From an optimization exercise on the open Yosys and OpenROAD flow, aimed at small area, a short achievable clock period and few clock cycles; shortcuts taken in it are not production practice. Only simulation tests tie the RTL to the original design; equivalence was not proved.

== P ==
// framing_core
module framing_core #(
    parameter CAP = 32
) (
    input  wire        clk,
    input  wire        rst,           
    input  wire        cmd_valid,
    input  wire [15:0] cmd_data,
    output wire        cmd_ready,
    output reg         resp_valid,
    output reg  [9:0]  resp_data,     
    output reg         ev_valid,
    output reg  [2:0]  ev_kind,       
    output reg  [23:0] ev_arg,
    input  wire        wait_done,
    input  wire        rx_valid,
    input  wire [7:0]  rx_data,
    input  wire        rx_last,
    input  wire        rx_empty,
    output wire        rx_ready
);
Size: roughly 3800 cells after synthesis, roughly 980 flip-flops, about 42000 µm² of cells after synthesis.
clock: 8.0 ns
lec_check: 0
abc_area: 1
cap_margin: 20
core_margin: 2
core_utilization: 40
cts_cluster_diameter: 80
cts_cluster_size: 22
slew_margin: 20
standard.sh (not shown) runs the stock make flow with config.mk's settings and CLKGATE_MAP_FILE= SYNTH_SCRIPT=/design/flow/synth_recipe.tcl, a recipe that flattens the netlist after the stock synthesis.
==> flow/flow/run.sh <==
#!/bin/bash
set -euo pipefail
bash standard.sh SETUP_SLACK_MARGIN=5.25 finish > standard.log 2>&1
P reached the final stage; the timing, DRC and antenna checks on its layout passed.
Testbench counts of P, summed over its fixed seeds: cycles 21,000.
[inputs] Q vs P
- a change of CTS_CLUSTER_SIZE from 22 to 26
- a change of CTS_CLUSTER_DIAMETER from 80 to 90
==> flow/flow/run.sh <==
#!/bin/bash
set -euo pipefail
bash standard.sh SETUP_SLACK_MARGIN=5.15 finish > standard.log 2>&1
[summary]
Comparing first-pass GRT wire length for Q and P, the bigger number came from P. In the tables for Q and P, via count reads higher with P. From P to Q the numbers moved as follows: post-route core utilization now sits lower, total number of cells along the worst setup path now sits higher, detail-routed via count per cell now sits lower, count of routing violations after the opening detailed-route iteration now sits higher. Between P and Q, final non-filler cell area decreased. The flow did not stop early for Q: all stages ran, and the layout cleared the timing, DRC and antenna checks. Taking P as the reference, in Q area growth from synthesis to layout shrank by 3.2 points, worst hold slack held steady, number of instances resized during post-cts repair shrank by 35%.


job 196:
Another version of the RTL of framing_core (not shown whole).
Size in the first run: roughly 3900 cells after synthesis, about 72 I/O pins, ~0.042 mm2 of cells after synthesis.
Settings: LEC_CHECK=0, ABC_AREA=1, CAP_MARGIN=20, CORE_MARGIN=2, CORE_UTILIZATION=40, SLEW_MARGIN=20; clock period 8.0 ns.
==> flow/flow/run.sh <==
#!/bin/bash
set -euo pipefail
bash standard.sh SETUP_SLACK_MARGIN=5.4 finish > standard.log 2>&1
Testbench counts of job 196, summed over its fixed seeds: cycles 21,164.
What job 295 does differently from job 196 at the input level:
==> flow/run.sh (new file) <==
#!/bin/bash
# synth_recipe.tcl (not shown) runs the flow's synth.tcl, then flattens the netlist and writes it again
# the make line also repeats each setting of config.mk as NAME=value (left out here)
make -C /OpenROAD-flow-scripts/flow DESIGN_CONFIG=/design/flow/config.mk WORK_HOME=/design/flow/orfs CLKGATE_MAP_FILE= SYNTH_SCRIPT=/design/flow/synth_recipe.tcl finish
diff --git a/flow/config.mk b/flow/config.mk
--- a/flow/config.mk
+++ b/flow/config.mk
@@ -10,3 +10,4 @@
 export CORE_MARGIN = 2
 export CORE_UTILIZATION = 40
+export SETUP_SLACK_MARGIN = 5.0
 export SLEW_MARGIN = 20
removed: flow/flow/run.sh
removed: flow/standard.sh
==> run summary <==
Job 295 went all the way through the flow, and no timing, DRC or antenna check failed.
Per the comparison of job 295 with job 196, worst setup slack saw a decrease, iteration count of the initial detailed-routing pass shrank by 1, total inserted antenna cells up 1, sequential share of cell area increased 2.3 points.
Job 295 vs job 196: worst hold margin up in job 295
Measured against job 295, the length of routed met3 wiring of job 196 comes out at 1.11 times the reference value.
Relative to job 196, the global-route usage of job 295 is lower by 0.45 points.
Changes in job 3501 relative to job 295:
==> flow/flow/run.sh (new file) <==
#!/bin/bash
set -euo pipefail
bash standard.sh SETUP_SLACK_MARGIN=5.4 finish > standard.log 2>&1
==> flow/standard.sh (new file) <==
#!/bin/bash
# synth_recipe.tcl (not shown) runs the flow's synth.tcl, then flattens the netlist and writes it again
# the make line also repeats each setting of config.mk as NAME=value (left out here)
make -C /OpenROAD-flow-scripts/flow DESIGN_CONFIG=/design/flow/config.mk WORK_HOME=/design/flow/orfs CLKGATE_MAP_FILE= SYNTH_SCRIPT=/design/flow/synth_recipe.tcl "${@:-finish}"
diff --git a/flow/config.mk b/flow/config.mk
--- a/flow/config.mk
+++ b/flow/config.mk
@@ -10,4 +10,5 @@
 export CORE_MARGIN = 2
 export CORE_UTILIZATION = 40
-export SETUP_SLACK_MARGIN = 5.0
+export CTS_CLUSTER_DIAMETER = 100
+export CTS_CLUSTER_SIZE = 30
 export SLEW_MARGIN = 20
removed: flow/run.sh
Findings:
Job 3501 went all the way through the flow, and no timing, DRC or antenna check failed. In the metrics for job 295 and job 3501, the one carrying the higher final critical path time including I/O delays and setup is job 295. Highest attainable clock frequency ended up about 5% higher on job 3501 than on job 295. On setup slack of the critical path after layout, job 295 loses to job 3501. Non-clock buffer count: job 3501 vs job 295 up 69%. Compared with job 295, job 3501 shows a higher pin count of the biggest net entering global routing. Looking at job 295 and job 3501, the total cell area at the placement stage is a wash.

==> separate check: timing with driven ports <==
How much do the figures lean on ideal ports? The routed layouts below were timed once more, with nothing changed but the port constraints. Step 1: set_driving_cell puts a clkbuf_16 on clk and a buf_2 on each other input, an assumption about the parent block. Step 2 moves the port delays by t, midway between the first and last clock arrival at a register: inputs arrive t later, outputs are due t later. That takes back most of the time a late clock gives input paths. Three values: no drivers, after step 1, after step 2; two values: the first two.
| run | t (ns) | slack for setup (ns) | worst data-port slew with drivers (ns) |
|---|---|---|---|
| P | 0.716 | 5.147 / 5.073 / 4.593 | 0.04 |
| Q | 0.694 | 5.184 / 5.117 / 4.607 | 0.05 |
| job 196 | 0.752 | 5.114 / 5.049 / 4.738 | 0.05 |
| job 295 | 0.728 | 5.032 / 4.961 / 4.432 | 0.08 |
| job 3501 | 0.697 | 5.166 / 5.093 / 4.819 | 0.05 |
After both steps setup and hold are still met in every run listed. For job 295, which loses most, drivers alone change the setup slack by -0.071 ns; drivers and shift together by -0.600 ns.
